Background: an optimization exercise with open tools, aiming at a short achievable clock period and few clock cycles. Do not read the settings as production practice.
The RTL was checked by simulation tests, not by an equivalence proof against the original design.
Power figures rest on the tool's default switching activity, not on a simulated workload.

File: design.v
module pcf2127_rrc (
    input  wire        clk,
    input  wire        rst,           
    input  wire        cmd_valid,
    input  wire [55:0] cmd_word,
    output reg         busy,
    output reg         done,
    output reg  [2:0]  status,
    output reg         bus_init,
    output reg  [7:0]  bus_selid,
    output reg         sel,
    output wire        xfer_req,
    output reg         xfer_rd,
    output reg  [7:0]  xfer_txd,
    input  wire        xfer_ack,
    input  wire        xfer_err,
    input  wire [7:0]  xfer_rxd,
    output reg         diag_valid,
    output reg  [4:0]  diag_idx,
    output wire [7:0]  diag_val,
    output reg  [7:0]  t_second,
    output reg  [7:0]  t_minute,
    output reg  [7:0]  t_hour,
    output reg  [7:0]  t_day,
    output reg  [7:0]  t_weekday,
    output reg  [7:0]  t_month,
    output reg  [7:0]  t_year
);
    localparam [4:0] ALM_CTL_IDX  = 5'h01;
    localparam [4:0] PWR_CTL_IDX  = 5'h02;
    localparam [7:0] PWR_MASK     = 8'hE0;
    localparam [7:0] TSOFF_MASK   = 8'h40;
    localparam [7:0] CLKOUT_LP    = 8'h07;
    localparam [7:0] OTPR_MASK    = 8'h20;
    localparam [7:0] WDT_CLR_MASK = 8'hC3;
    localparam [7:0] WDT_SET_1HZ  = 8'h42;
    localparam [7:0] WDT_SET_60TH = 8'h43;
    localparam [7:0] WDT_CTL_OFF  = 8'h03;
    localparam [7:0] ALARM_OFF    = 8'h80;
    localparam [6:0] OTP_WAIT     = 7'd99;    
    localparam [2:0] ST_OK        = 3'd0;
    localparam [2:0] ST_ILLEGAL   = 3'd1;
    localparam [2:0] ST_NOT_INIT  = 3'd2;
    localparam [2:0] ST_RANGE     = 3'd3;
    localparam [2:0] ST_TRANSPORT = 3'd4;
    localparam [3:0] OP_INIT     = 4'h0;
    localparam [3:0] OP_RESET    = 4'h1;
    localparam [3:0] OP_OTP      = 4'h2;
    localparam [3:0] OP_LOWPWR   = 4'h3;
    localparam [3:0] OP_DUMP     = 4'h4;
    localparam [3:0] OP_SETTIME  = 4'h5;
    localparam [3:0] OP_READTIME = 4'h6;
    localparam [3:0] OP_ENALM    = 4'h7;
    localparam [3:0] OP_SETALM   = 4'h8;
    localparam [3:0] OP_CLRAF    = 4'h9;
    localparam [3:0] OP_DISALM   = 4'hA;
    localparam [3:0] OP_ENCDT    = 4'hB;
    localparam [3:0] OP_SETCDT   = 4'hC;
    localparam [3:0] OP_CLRCDTF  = 4'hD;
    localparam [3:0] OP_DISCDT   = 4'hE;
    localparam [2:0] K_END  = 3'd0;
    localparam [2:0] K_RD   = 3'd1;
    localparam [2:0] K_WR   = 3'd2;
    localparam [2:0] K_DIAG = 3'd3;
    localparam [2:0] K_FIN  = 3'd4;
    localparam [2:0] S_IDLE = 3'd0;
    localparam [2:0] S_CHK  = 3'd1;    
    localparam [2:0] S_XFER = 3'd2;    
    localparam [2:0] S_GAP  = 3'd3;    
    localparam [2:0] S_DIAG = 3'd4;    
    localparam [2:0] S_FIN  = 3'd5;    
    function [7:0] to_bcd;
        input [6:0] n;
        reg [6:0] t;
        begin
            t = n / 7'd10;
            to_bcd = {t[3:0], 4'd0} | {1'b0, n - t * 7'd10};
        end
    endfunction
    function [7:0] from_bcd;
        input [7:0] b;
        begin
            from_bcd = b[7:4] * 8'd10 + {4'd0, b[3:0]};
        end
    endfunction
    function [7:0] default_image;
        input [4:0] i;
        begin
            case (i)
                5'h06: default_image = 8'h01;    
                5'h07: default_image = 8'h06;    
                5'h08: default_image = 8'h01;    
                5'h0A: default_image = 8'h80;    
                5'h0B: default_image = 8'h80;    
                5'h0C: default_image = 8'h80;    
                5'h0D: default_image = 8'h80;    
                5'h0E: default_image = 8'h80;    
                5'h0F: default_image = 8'h07;    
                5'h10: default_image = 8'h03;    
                5'h12: default_image = 8'h40;    
                5'h16: default_image = 8'h01;
                5'h17: default_image = 8'h01;
                5'h19: default_image = 8'h08;    
                default: default_image = 8'h00;
            endcase
        end
    endfunction
    function [13:0] desc;
        input [3:0] o;
        input [2:0] s;
        reg [2:0] kd;
        reg [4:0] ix;
        reg [4:0] ln;
        reg       wt;
        begin
            kd = K_END; ix = 5'h00; ln = 5'd0; wt = 1'b0;
            case (o)
                OP_RESET:
                    if (s == 3'd0) begin kd = K_WR; ix = 5'h00; ln = 5'd25; end
                OP_OTP:
                    case (s)
                        3'd0: begin kd = K_RD; ix = 5'h0F; end
                        3'd1: begin kd = K_WR; ix = 5'h0F; end
                        3'd2: begin kd = K_RD; ix = 5'h0F; wt = 1'b1; end
                        3'd3: begin kd = K_WR; ix = 5'h0F; end
                        default: ;
                    endcase
                OP_LOWPWR:
                    case (s)
                        3'd0: begin kd = K_RD; ix = PWR_CTL_IDX; end
                        3'd1: begin kd = K_RD; ix = 5'h12;       end
                        3'd2: begin kd = K_WR; ix = 5'h0F;       end
                        3'd3: begin kd = K_WR; ix = PWR_CTL_IDX; end
                        3'd4: begin kd = K_WR; ix = 5'h12;       end
                        default: ;
                    endcase
                OP_DUMP:
                    case (s)
                        3'd0: begin kd = K_RD; ix = 5'h00; ln = 5'd25; end
                        3'd1: kd = K_DIAG;
                        default: ;
                    endcase
                OP_SETTIME:
                    if (s == 3'd0) begin kd = K_WR; ix = 5'h03; ln = 5'd6; end
                OP_READTIME:
                    case (s)
                        3'd0: begin kd = K_RD; ix = 5'h03; ln = 5'd6; end
                        3'd1: kd = K_FIN;
                        default: ;
                    endcase
                OP_ENALM, OP_CLRAF, OP_ENCDT, OP_CLRCDTF:
                    case (s)
                        3'd0: begin kd = K_RD; ix = ALM_CTL_IDX; end
                        3'd1: begin kd = K_WR; ix = ALM_CTL_IDX; end
                        default: ;
                    endcase
                OP_SETALM, OP_DISALM:
                    case (s)
                        3'd0: begin kd = K_RD; ix = ALM_CTL_IDX;              end
                        3'd1: begin kd = K_WR; ix = ALM_CTL_IDX;              end
                        3'd2: begin kd = K_WR; ix = 5'h0A;       ln = 5'd4;   end
                        default: ;
                    endcase
                OP_SETCDT:
                    case (s)
                        3'd0: begin kd = K_RD; ix = ALM_CTL_IDX;              end
                        3'd1: begin kd = K_WR; ix = ALM_CTL_IDX;              end
                        3'd2: begin kd = K_RD; ix = 5'h10;                    end
                        3'd3: begin kd = K_WR; ix = 5'h10;       ln = 5'd1;   end
                        default: ;
                    endcase
                OP_DISCDT:
                    case (s)
                        3'd0: begin kd = K_RD; ix = ALM_CTL_IDX;              end
                        3'd1: begin kd = K_WR; ix = ALM_CTL_IDX;              end
                        3'd2: begin kd = K_WR; ix = 5'h10;       ln = 5'd1;   end
                        default: ;
                    endcase
                default: ;
            endcase
            desc = {kd, ix, ln, wt};
        end
    endfunction
    reg  [55:0] cw_q;         
    reg  [7:0]  rxd_q;        
    reg         rd_q;         
    reg         f1, f2;       
    always @(posedge clk) begin
        cw_q  <= cmd_word;
        rxd_q <= xfer_rxd;
    end
    wire [7:0] c_opc = cw_q[55:48];
    wire c_illegal = (c_opc > 8'h0E);
    wire c_init    = (c_opc == 8'h00);
    reg  c_rbad;
    always @(*) begin
        case (c_opc)
            8'h05: c_rbad = !((cw_q[47:40] <= 8'd99) && (cw_q[39:32] <= 8'd12) &&
                              (cw_q[31:24] <= 8'd31) && (cw_q[23:16] <= 8'd23) &&
                              (cw_q[15:8] <= 8'd59) && (cw_q[7:0] <= 8'd59));
            8'h08: c_rbad = !((cw_q[31:24] <= 8'd59) && (cw_q[23:16] <= 8'd59) &&
                              (cw_q[15:8] <= 8'd23) && (cw_q[7:0] <= 8'd31));
            8'h0C: c_rbad = (cw_q[15:0] > 16'd15359);
            default: c_rbad = 1'b0;
        endcase
    end
    wire [13:0] c_d0    = desc(c_opc[3:0], 3'd0);
    wire [7:0]  c_addr0 = {(c_d0[13:11] == K_RD), 2'b01, c_d0[10:6]};
    reg        pd_illegal, pd_init, pd_rbad;
    reg [7:0]  pd_addr0;
    always @(posedge clk) begin
        pd_illegal <= c_illegal;
        pd_init    <= c_init;
        pd_rbad    <= c_rbad;
        pd_addr0   <= c_addr0;
    end
    reg  [2:0]  st;
    reg  [2:0]  step;
    reg  [4:0]  kn;           
    reg         lastb;        
    reg  [6:0]  wcnt;
    reg         inited;
    reg  [55:0] ir;
    reg  [7:0]  rxb [0:24];   
    wire [3:0]  opc = ir[51:48];
    wire [47:0] A   = ir[47:0];
    assign xfer_req = sel;
    assign diag_val = rxb[0];
    wire [13:0] cd = desc(opc, step);
    wire [13:0] nd = desc(opc, step + 3'd1);
    wire [2:0]  cd_kind = cd[13:11];
    wire [7:0]  cd_addr = {(cd_kind == K_RD), 2'b01, cd[10:6]};
    wire [4:0]  cd_lenm1 = cd[5:1];
    wire [2:0]  nd_kind = nd[13:11];
    wire        nd_wait = nd[0];
    reg [15:0] dv_rem;
    reg [15:0] dv_div;
    reg [7:0]  dv_bit;
    reg [7:0]  dv_q;
    wire       dv_ge = (dv_rem >= dv_div);
    always @(posedge clk) begin
        if (st == S_IDLE || st == S_CHK) begin
            dv_rem <= cw_q[15:0];
            dv_div <= 16'd7680;         
            dv_bit <= 8'h80;
            dv_q   <= 8'h00;
        end else begin
            if (dv_ge) begin
                dv_rem <= dv_rem - dv_div;
                dv_q   <= dv_q | dv_bit;
            end
            dv_div <= dv_div >> 1;
            dv_bit <= dv_bit >> 1;
        end
    end
    wire [15:0] period = A[15:0];
    wire        per_small = (period <= 16'd60);
    wire [7:0]  ticks = per_small ? period[7:0] : dv_q;
    wire [7:0]  srcb  = per_small ? WDT_SET_1HZ : WDT_SET_60TH;
    wire [7:0] rb  = rxb[24];
    wire [7:0] rbp = rxb[23];
    reg [7:0] wdata;
    always @(*) begin
        wdata = 8'h00;
        case (opc)
            OP_RESET:
                wdata = default_image(kn);
            OP_OTP:
                if (step == 3'd1) wdata = rb | OTPR_MASK;
                else              wdata = rb & ~OTPR_MASK;
            OP_LOWPWR:
                case (step)
                    3'd2:    wdata = CLKOUT_LP;
                    3'd3:    wdata = rbp | PWR_MASK;
                    default: wdata = rb | TSOFF_MASK;
                endcase
            OP_SETTIME:
                case (kn)
                    5'd0:    wdata = to_bcd(A[6:0]);
                    5'd1:    wdata = to_bcd(A[14:8]);
                    5'd2:    wdata = to_bcd(A[22:16]);
                    5'd3:    wdata = to_bcd(A[30:24]);
                    5'd4:    wdata = 8'h00;
                    5'd5:    wdata = to_bcd(A[38:32]);
                    default: wdata = to_bcd(A[46:40]);
                endcase
            OP_ENALM:
                wdata = rb | 8'h02;
            OP_SETALM:
                if (step == 3'd1) wdata = rb | 8'h02;
                else
                    case (kn)
                        5'd0:    wdata = to_bcd(A[30:24]) & 8'h7F;
                        5'd1:    wdata = to_bcd(A[22:16]) & 8'h7F;
                        5'd2:    wdata = to_bcd(A[14:8])  & 8'h7F;
                        5'd3:    wdata = to_bcd(A[6:0])   & 8'h7F;
                        default: wdata = ALARM_OFF;
                    endcase
            OP_CLRAF:
                wdata = rb & ~8'h10;
            OP_DISALM:
                if (step == 3'd1) wdata = rb & ~8'h02;
                else              wdata = ALARM_OFF;
            OP_ENCDT:
                wdata = rb | 8'h01;
            OP_SETCDT:
                if (step == 3'd1)    wdata = rb | 8'h01;
                else if (kn == 5'd0) wdata = (rb & ~WDT_CLR_MASK) | srcb;
                else                 wdata = ticks;
            OP_CLRCDTF:
                wdata = rb & ~8'h08;
            OP_DISCDT:
                if (step == 3'd1)    wdata = rb & ~8'h01;
                else if (kn == 5'd0) wdata = WDT_CTL_OFF;
                else                 wdata = 8'h00;
            default: ;
        endcase
    end
    integer i;
    always @(posedge clk) begin
        if (rd_q || diag_valid) begin
            for (i = 0; i < 24; i = i + 1)
                rxb[i] <= rxb[i + 1];
            rxb[24] <= rxd_q;
        end
    end
    wire pd_fresh = f1 & f2;
    wire chk      = (st == S_CHK);
    wire a_ill    = chk ? c_illegal : pd_illegal;
    wire a_init   = chk ? c_init    : pd_init;
    wire a_rbad   = chk ? c_rbad    : pd_rbad;
    wire [7:0] a_addr0 = chk ? c_addr0 : pd_addr0;
    always @(posedge clk) begin
        if (st == S_IDLE || st == S_CHK)
            ir <= cw_q;
    end
    always @(posedge clk) begin
        if (rst) begin
            st         <= S_IDLE;
            busy       <= 1'b0;
            done       <= 1'b0;
            status     <= ST_OK;
            sel        <= 1'b0;
            diag_valid <= 1'b0;
            bus_init   <= 1'b0;
            inited     <= 1'b0;
            f1         <= 1'b0;
            f2         <= 1'b0;
            rd_q       <= 1'b0;
        end else begin
            done     <= 1'b0;
            bus_init <= 1'b0;
            f1       <= cmd_valid & busy;
            f2       <= f1;
            rd_q     <= sel & xfer_rd & xfer_ack;
            case (st)
                S_IDLE, S_CHK: begin
                    diag_valid <= 1'b0;
                    if (chk || (cmd_valid && pd_fresh)) begin
                        if (a_ill) begin
                            status <= ST_ILLEGAL;
                            done   <= 1'b1;
                            busy   <= 1'b0;
                            st     <= S_IDLE;
                        end else if (a_init) begin
                            bus_selid <= cw_q[7:0];
                            bus_init  <= 1'b1;
                            inited    <= 1'b1;
                            status    <= ST_OK;
                            done      <= 1'b1;
                            busy      <= 1'b0;
                            st        <= S_IDLE;
                        end else if (!inited) begin
                            status <= ST_NOT_INIT;
                            done   <= 1'b1;
                            busy   <= 1'b0;
                            st     <= S_IDLE;
                        end else if (a_rbad) begin
                            status <= ST_RANGE;
                            done   <= 1'b1;
                            busy   <= 1'b0;
                            st     <= S_IDLE;
                        end else begin
                            busy     <= 1'b1;
                            sel      <= 1'b1;
                            xfer_txd <= a_addr0;
                            xfer_rd  <= 1'b0;
                            kn       <= 5'd0;
                            lastb    <= 1'b0;
                            step     <= 3'd0;
                            st       <= S_XFER;
                        end
                    end else if (cmd_valid) begin
                        busy <= 1'b1;
                        st   <= S_CHK;
                    end
                end
                S_XFER: begin
                    if (xfer_err) begin
                        sel    <= 1'b0;
                        status <= ST_TRANSPORT;
                        done   <= 1'b1;
                        busy   <= 1'b0;
                        st     <= S_IDLE;
                    end else if (xfer_ack) begin
                        if (lastb) begin
                            sel  <= 1'b0;
                            step <= step + 3'd1;
                            wcnt <= nd_wait ? OTP_WAIT : 7'd0;
                            case (nd_kind)
                                K_END: begin
                                    status <= ST_OK;
                                    done   <= 1'b1;
                                    busy   <= 1'b0;
                                    st     <= S_IDLE;
                                end
                                K_DIAG: begin
                                    diag_valid <= 1'b1;
                                    diag_idx   <= 5'd0;
                                    st         <= S_DIAG;
                                end
                                K_FIN:   st <= S_FIN;
                                default: st <= S_GAP;
                            endcase
                        end else begin
                            xfer_txd <= wdata;
                            xfer_rd  <= (cd_kind == K_RD);
                            kn       <= kn + 5'd1;
                            lastb    <= (kn == cd_lenm1);
                        end
                    end
                end
                S_GAP: begin
                    if (wcnt != 7'd0) begin
                        wcnt <= wcnt - 7'd1;
                    end else begin
                        sel      <= 1'b1;
                        xfer_txd <= cd_addr;
                        xfer_rd  <= 1'b0;
                        kn       <= 5'd0;
                        lastb    <= 1'b0;
                        st       <= S_XFER;
                    end
                end
                S_DIAG: begin
                    diag_idx <= diag_idx + 5'd1;
                    if (diag_idx == 5'd24) begin
                        status <= ST_OK;
                        done   <= 1'b1;
                        busy   <= 1'b0;
                        st     <= S_IDLE;
                    end
                end
                S_FIN: begin
                    t_second  <= from_bcd(rxb[19]);
                    t_minute  <= from_bcd(rxb[20]);
                    t_hour    <= from_bcd(rxb[21]);
                    t_day     <= from_bcd(rxb[22]);
                    t_weekday <= from_bcd(rxb[23]);
                    t_month   <= from_bcd(rxb[24]);
                    t_year    <= from_bcd(rxd_q);
                    status    <= ST_OK;
                    done      <= 1'b1;
                    busy      <= 1'b0;
                    st        <= S_IDLE;
                end
                default: begin
                    busy <= 1'b0;
                    sel  <= 1'b0;
                    st   <= S_IDLE;
                end
            endcase
        end
    end
endmodule
File: run.sh
#!/bin/bash
# synth_recipe.tcl (not shown) runs the flow's synth.tcl, then flattens the netlist and writes it again
# the make line also repeats each setting of config.mk as NAME=value (left out here)
make -C /OpenROAD-flow-scripts/flow DESIGN_CONFIG=/design/flow/config.mk WORK_HOME=/design/flow/orfs CLKGATE_MAP_FILE= SYNTH_SCRIPT=/design/flow/synth_recipe.tcl finish
File: config.mk
export PLATFORM = sky130hd
export DESIGN_NAME = pcf2127_rrc
export DESIGN_NICKNAME = pcf2127_rrc
export VERILOG_FILES = /design/flow/design.v
export SDC_FILE = /design/flow/constraint.sdc
export NUM_CORES = 4
export LEC_CHECK = 0
export CAP_MARGIN = 20
export CORE_MARGIN = 2
export CORE_UTILIZATION = 40
export PLACE_DENSITY = 0.6
export SLEW_MARGIN = 20
File: constraint.sdc
create_clock -name core_clock -period 14.0 [get_ports {clk}]
set_input_delay 2.8000 -clock core_clock [delete_from_list [all_inputs] [get_ports {clk}]]
set_output_delay 2.8000 -clock core_clock [all_outputs]
set_load 0.01 [all_outputs]
==> flow_summary.yaml, run 1 <==
placement:
  gp_congestion: 0.874
  dp_cells: 2776
  dp_slack_ns: 8.04
  dp_hpwl_microns: 37300
  io_buffers: 163
worst_setup_path:
  path_max_fanout: 9
  critPathCaptureType: "flop"
  worstPathArrival_ns: 6.01
  startpoint_type: "flop"
  crit_type: "reg2reg"
  r2r_slack_ns: 8.31
  worstPathRequired_ns: 14.33
timing:
  setup-tns-final_ns: 0
  final_max_slew_viol_count: 0
  setup_ws_ns: 8.31
  finalClockSkew_ns: 0.0521
  max_freq_mhz: 176
  tightest_slew_ns: 1.02
  fin_crit_sh_pct: 40.6
  rsz0062_at_grt: "no"
  setup_viol: 0
  layout_min_cycle_time_ns: 5.69
  final_hold_viol_count: 0
  maxSlewHeadroom_pct: 31.8
  hold_ws_ns: 0.380
synthesis:
  syn_inst: 1910
  synth.most_common_cell: "edfxtp_1"
  yosysTopAreaCell: "edfxtp_1"
  async_flop_share_pct: 0
  synth_flop_cell: "edfxtp_1"
  synth_seq_cells: 479
  yosysSeqAreaShare_pct: 58.2
  synth_cell_types: 91
  synthTopCellsByCount: "edfxtp_1, nor2_1, ha_1, a21oi_1, inv_1"
  synthesis.nets: 2136
  syn_area_per_cell_sq_um: 11.8
  synth_edf_count: 358
  netlist_area_sq_um: 22600
  synth.area.top_cells: "edfxtp_1, dfxtp_1, ha_1, a21oi_1, fa_1"
  synth_top_area_share_pct: 47.5
  yosysWarnings: 2
clock_tree:
  ctsHoldBuffers: 0
  cts.repair.resized: 0
  cts_sinks: 479
  htreeDepth: 2
  clockBufferDepth: 3
  clkTransAtPathRegs_ns: 0.07
  clk_latency_ns: 0.61
  cts_root_buffer: "clkbuf_16"
  post_cts_buffers: 0
  cts_buffers: 51
  cts_tree: "built"
finish:
  fill_cells: 5107
  layout-drive-gt1-share_pct: 6.29
  area_growth_syn_to_layout_pct: 18.4
  final_cells: 2872
  final_nets: 2299
  regArea_sq_um: 13200
  multi_input_area_sq_um: 8710
  fin_util_pct: 47.7
  antennaDiodeCount: 0
grt:
  grt.total_usage_pct: 17.8
  grt_max_degree: 88
  gr-total-overflow: 0
  grt_pass1_wl_microns: 83400
  first_global_vias: 15000
  antenna_found_initial: 0
outcome:
  status: "no timing/DRC/antenna violations"
die:
  die_y_microns: 242
  io_pins: 164
  die_area_sq_um: 58500
  die_w_microns: 242
  core-area_sq_um: 56200
  rows: 87
  initial_core_util_pct: 40.3
routing:
  drc: 0
  vias_per_cell: 5.32
  vias: 15300
  ant_nets: 0
  wire_per_inst_microns: 18.3
  dr.pass1.iters: 7
  wl_microns: 52700
  drtIter0Drc: 1255
run:
  max_cap_violations: 0
worst_hold_path:
  hold_path.class: "reg2reg"
power:
  power.density_nw_per_um2: 122
  vdd_ir_drop_max_mv: 0.118
  p_leak_uw: 0.0100
-- worst max-delay path: stages (launching register included) --
cell	delay, ns
edfxtp_1	0.56
inv_1	0.17
ha_1	0.35
inv_1	0.12
nand2_1	0.07
a211o_1	0.33
maj3_1	0.36
a21oi_1	0.24
ha_1	0.19
a21oi_1	0.07
a32oi_1	0.20
o211ai_1	0.19
ha_1	0.24
ha_1	0.19
fa_1	0.49
inv_1	0.04
ha_1	0.31
a21o_1	0.20
or3_1	0.34
a21oi_1	0.18
o22ai_1	0.11
nor3_1	0.20
a2bb2oi_1	0.17
o21ai_1	0.09
-- cell usage in the layout (no fill, tap or decap), drive strengths merged, types with 15 or more instances in the layout --
cell and count:
a21o 23, a21oi 129, a31oi 15, and2 20
clkbuf 60, clkdlybuf4s50 163, clkinv 24, dfxtp 121
edfxtp 358, fa 27, ha 130, inv 133
mux2i 20, nand2 124, nand2b 28, nand3 30
nand4 16, nor2 145, nor2b 37, nor3 40
nor4 17, o211ai 21, o21ai 112, o22ai 21
xnor2 61, xor2 28
-- path summary, 6_finish.rpt --
path / startpoint / end / depth (start not counted)
min: rxb[2][2] / rxb[1][2] / 0
max: ir[12] / xfer_txd[6] / 23
min reg2reg: rxb[2][2] / rxb[1][2] / 0
max reg2reg: ir[12] / xfer_txd[6] / 23
-- stage by stage --
stage / total power, uW / cell area, sq um
global placement: 1900 / 25000
finish: 3270 / 26800
floorplan: 1810 / 22600
CTS: 3310 / 26800
global route: 3410 / 26800
detailed placement: 1900 / 25000
-- state kept, by name (all words and copies together) (netlist names), 13 cells and up, named ones only --
signal and count:
cw_q 56, dv_rem 16, rxb 200, dv_div 13, ir 48
-- power by group --
part           leakage, uW  switching (uW)  total, uW  internal, uW
sequential         0.00437            27.2       1560          1530
clock             0.000862             582       1390           812
combinational      0.00477             175        317           142
total               0.0100             784       3270          2490
-- cell type report --
class | instances | share of cell area, %
sequential | 479 | 49.2
tap | 756 | 3.53
clock buffer | 60 | 5.04
timing repair buffer | 173 | 6.37
clock inverter | 36 | 1.56
inverter | 131 | 1.84
multi-input combinational | 1237 | 32.5
-- per-layer routing --
layer	global-route usage [%]	wire, microns	vias up
met1	24.6	24200	7435
met5	0	0	-
met3	2.94	2600	90
li1	-	-	7353
met4	4.74	1140	0
met2	29.2	24800	394
-- logic make-up after synthesis --
family | Yosys count | share of synthesized area (%)
and+or+nand+nor | 506 | 11.0
DFF | 479 | 58.2
AOI/OAI and AO/OA | 458 | 13.2
buffers and inverters | 194 | 3.33
adders and majority gates | 160 | 9.71
xor gates and xnor gates | 89 | 3.45
muxes | 24 | 1.08
Testbench counts, summed over its fixed seeds: cycles 398,866.
==> run 2: changes to the inputs <==
==> flow/run.sh (new file) <==
#!/bin/bash
set -euo pipefail
bash standard.sh SETUP_SLACK_MARGIN=10 MATCH_CELL_FOOTPRINT=0 finish > orfs_make.log 2>&1
==> standard.sh (new file) <==
#!/bin/bash
# synth_recipe.tcl (not shown) runs the flow's synth.tcl, then flattens the netlist and writes it again
# the make line also repeats each setting of config.mk as NAME=value (left out here)
make -C /OpenROAD-flow-scripts/flow DESIGN_CONFIG=/design/flow/config.mk WORK_HOME=/design/flow/orfs CLKGATE_MAP_FILE= SYNTH_SCRIPT=/design/flow/synth_recipe.tcl "${@:-finish}"
removed: run.sh
==> run 2 against run 1 <==
Effect of this change:
- design area up 3.2%
- sequential power about the same
- utilization up 1.5 points
- power up 0.67%
- non-clock buffer count up 80
- register-to-register slack better by 0.71 ns
==> flow_summary.yaml, run 2 <==
outcome:
  status: "no timing/DRC/antenna violations"
synthesis:
  syn_inst: 1910
  synth_edf_count: 358
  synth_top_area_share_pct: 47.5
  synth.most_common_cell: "edfxtp_1"
  synth_cell_types: 91
  yosysTopAreaCell: "edfxtp_1"
  synthesis.nets: 2136
  syn_area_per_cell_sq_um: 11.8
  synthTopCellsByCount: "edfxtp_1, nor2_1, ha_1, a21oi_1, inv_1"
  netlist_area_sq_um: 22600
  async_flop_share_pct: 0
  yosysWarnings: 2
  synth.area.top_cells: "edfxtp_1, dfxtp_1, ha_1, a21oi_1, fa_1"
  synth_seq_cells: 479
  synth_flop_cell: "edfxtp_1"
  yosysSeqAreaShare_pct: 58.2
grt:
  grt_max_degree: 95
  antenna_found_initial: 1
  gr-total-overflow: 0
  grt_pass1_wl_microns: 84500
  grt.total_usage_pct: 18.1
  first_global_vias: 15300
clock_tree:
  cts_root_buffer: "clkbuf_16"
  clockBufferDepth: 3
  cts_tree: "built"
  clk_latency_ns: 0.62
  cts_sinks: 479
  cts_buffers: 52
  htreeDepth: 2
  clkTransAtPathRegs_ns: 0.06
worst_setup_path:
  path_max_fanout: 4
  cp-endpoint: "xfer_txd[5]"
  regToRegStartpoint: "ir[20]"
  crit_type: "reg2reg"
  r2r_slack_ns: 9.03
  critPathCaptureType: "flop"
  ff2ff_path_depth: 23
  worstPathArrival_ns: 5.29
  reg2reg_to: "xfer_txd[5]"
  crit_start: "ir[20]"
  worstPathRequired_ns: 14.31
  startpoint_type: "flop"
placement:
  io_buffers: 163
  gp_congestion: 0.876
  dp_hpwl_microns: 37500
  dp_cells: 2775
routing:
  wl_microns: 54200
  drc: 0
  ant_nets: 0
  drtIter0Drc: 1308
  dr.pass1.iters: 6
  wire_per_inst_microns: 18.3
  vias: 15700
  vias_per_cell: 5.29
finish:
  layout-drive-gt1-share_pct: 16.6
  final_cell_mix: "edfxtp_1, nor2_1, a21oi_1"
  reg.largest.list: "rxb (200), cw_q (56), ir (48)"
  final_cells: 2957
  area_growth_syn_to_layout_pct: 22.2
  final_nets: 2381
  top_register: "rxb"
  largest_reg_flops: 200
  fill_cells: 5059
  fin_util_pct: 49.2
  layout_commonest_cell: "edfxtp_1"
timing:
  final_hold_viol_count: 0
  setup-tns-final_ns: 0
  fin_crit_sh_pct: 35.5
  hold_ws_ns: 0.404
  tightest_slew_ns: 1.02
  rsz0062_at_grt: "yes"
  maxSlewHeadroom_pct: 31.7
  finalClockSkew_ns: 0.0652
  final_max_slew_viol_count: 0
  layout_min_cycle_time_ns: 4.97
  setup_viol: 0
  max_freq_mhz: 201
run:
  max_cap_violations: 0
die:
  io_pins: 164
  die_area_sq_um: 58500
  die_y_microns: 242
  core-area_sq_um: 56200
  rows: 87
  die_w_microns: 242
  initial_core_util_pct: 40.3
power:
  vdd_ir_drop_max_mv: 0.0850
  power.density_nw_per_um2: 119
  p_leak_uw: 0.0108
  total_power_uw: 3290
worst_hold_path:
  hold_path.class: "reg2reg"
[run 2: changes by cell type in the layout (fill, tap and decap cells not counted), sizes merged]
cell and change:
clkdlybuf4s50 -99, nor2 +1, buf +83, inv +2, bufinv -5, clkinv -3
clkbuf +77, dlymetal6s2s +27, diode +2
[run 2: layer usage]
metal / track usage [%] / wire (microns) / share of wire, % / up-vias
li1: - / - / - / 7505
met1: 24.7 / 24400 / 45 / 7637
met2: 29.5 / 25800 / 48 / 407
met3: 2.93 / 2550 / 4.7 / 102
met4: 5.59 / 1440 / 2.7 / 0
met5: 0 / 0 / 0 / -
[run 2: report_power, final]
part           internal (uW)  leakage, uW  switching [uW]
combinational            183      0.00559             202
sequential              1530      0.00437            24.4
clock                    768     0.000850             582
total                   2480       0.0108             808
[run 2: how the worst min path moves through the flow]
stage                  start  endpoint  slack, ns  depth (start not counted)
floorplan           cw_q[16]    ir[16]       0.39                          0
global placement    cw_q[24]    ir[24]       0.39                          0
detailed placement  cw_q[24]    ir[24]       0.39                          0
CTS                 cw_q[24]    ir[24]       0.41                          0
global route        cw_q[16]    ir[16]       0.42                          0
finish              cw_q[25]    ir[25]       0.40                          0
[run 2: what timing repair did]
item | in CTS | in global routing
endpoints found under the setup margin | 195 | 82
cloned | 1 | 0
buffers inserted | 38 | 43
resized for setup | 185 | 70
hold buffers | 0 | 0
pin swaps | 32 | 37
[run 2: cells by family (layout without fill, tap and decap cells)]
logic type	Yosys count	in the layout	synth area share, %
compound gates	458	458	13.2
xor+xnor	89	89	3.45
fa+ha+maj	160	160	9.71
buf+inv	194	482	3.33
flops	479	479	58.2
mux	24	24	1.08
other cells	0	2	0
simple gates	506	507	11.0
[run 2: worst max-delay path: stages, from the launching register on]
cell      delay, ns
edfxtp_1       0.47
inv_2          0.12
ha_4           0.20
a21o_1         0.18
maj3_2         0.32
o21ai_2        0.15
nand2_2        0.08
inv_2          0.10
ha_4           0.15
nand2_4        0.05
a21o_1         0.15
a22oi_1        0.15
nor2_1         0.08
or3_4          0.41
ha_4           0.17
ha_4           0.15
fa_1           0.48
inv_2          0.05
ha_4           0.25
xor2_1         0.15
nand3_1        0.15
a22oi_1        0.23
o211ai_1       0.14
a221o_1        0.33
[run 2: layout make-up]
class	instances	area [sq um]	share of cell area (%)
Sequential cell	479	13200	47.7
Multi-Input combinational cell	1238	9220	33.4
Timing Repair Buffer	253	2070	7.48
Clock buffer	68	1460	5.30
Tap cell	756	946	3.42
Inverter	131	497	1.80
Clock inverter	30	262	0.946
Antenna cell	2	5.00	0.0181
[run 2: through the flow]
stage | setup slack [ns] | instance area (sq um)
3_5_place_dp | 8.15 | 25200
6_report | 9.03 | 27600
2_1_floorplan | 9.20 | 22800
4_1_cts | 9.02 | 27200
3_3_place_gp | 8.22 | 25200
5_1_grt | 8.76 | 27600

## static timing again, ports no longer ideal
How much do the figures lean on ideal ports? The routed layouts below were timed once more, with nothing changed but the port constraints.
Step 1 sets driving cells, clkbuf_16 on the clock port and buf_2 on the other inputs (assumed; they add their load-dependent delay and slew).
Step 2 times the ports against the registers' clock, not the clock port: input delays grow and output delays shrink by t, the midpoint of the rising clock arrivals with the driver on.
a / b / c = ideal ports / drivers / drivers and shift; a / b = the first two.
| run | t, ns | slack for setup (ns) | latest minus earliest clock arrival (ns) |
|---|---|---|---|
| run 1 | 0.649 | 8.314 / 8.314 / 7.979 | 0.055 / 0.056 |
| run 2 | 0.647 | 9.028 / 9.028 / 9.028 | 0.065 / 0.066 |
After both steps setup and hold are still met in every run listed. For run 1, which loses most, drivers alone change the setup slack by 0.000 ns; drivers and shift together by -0.335 ns.
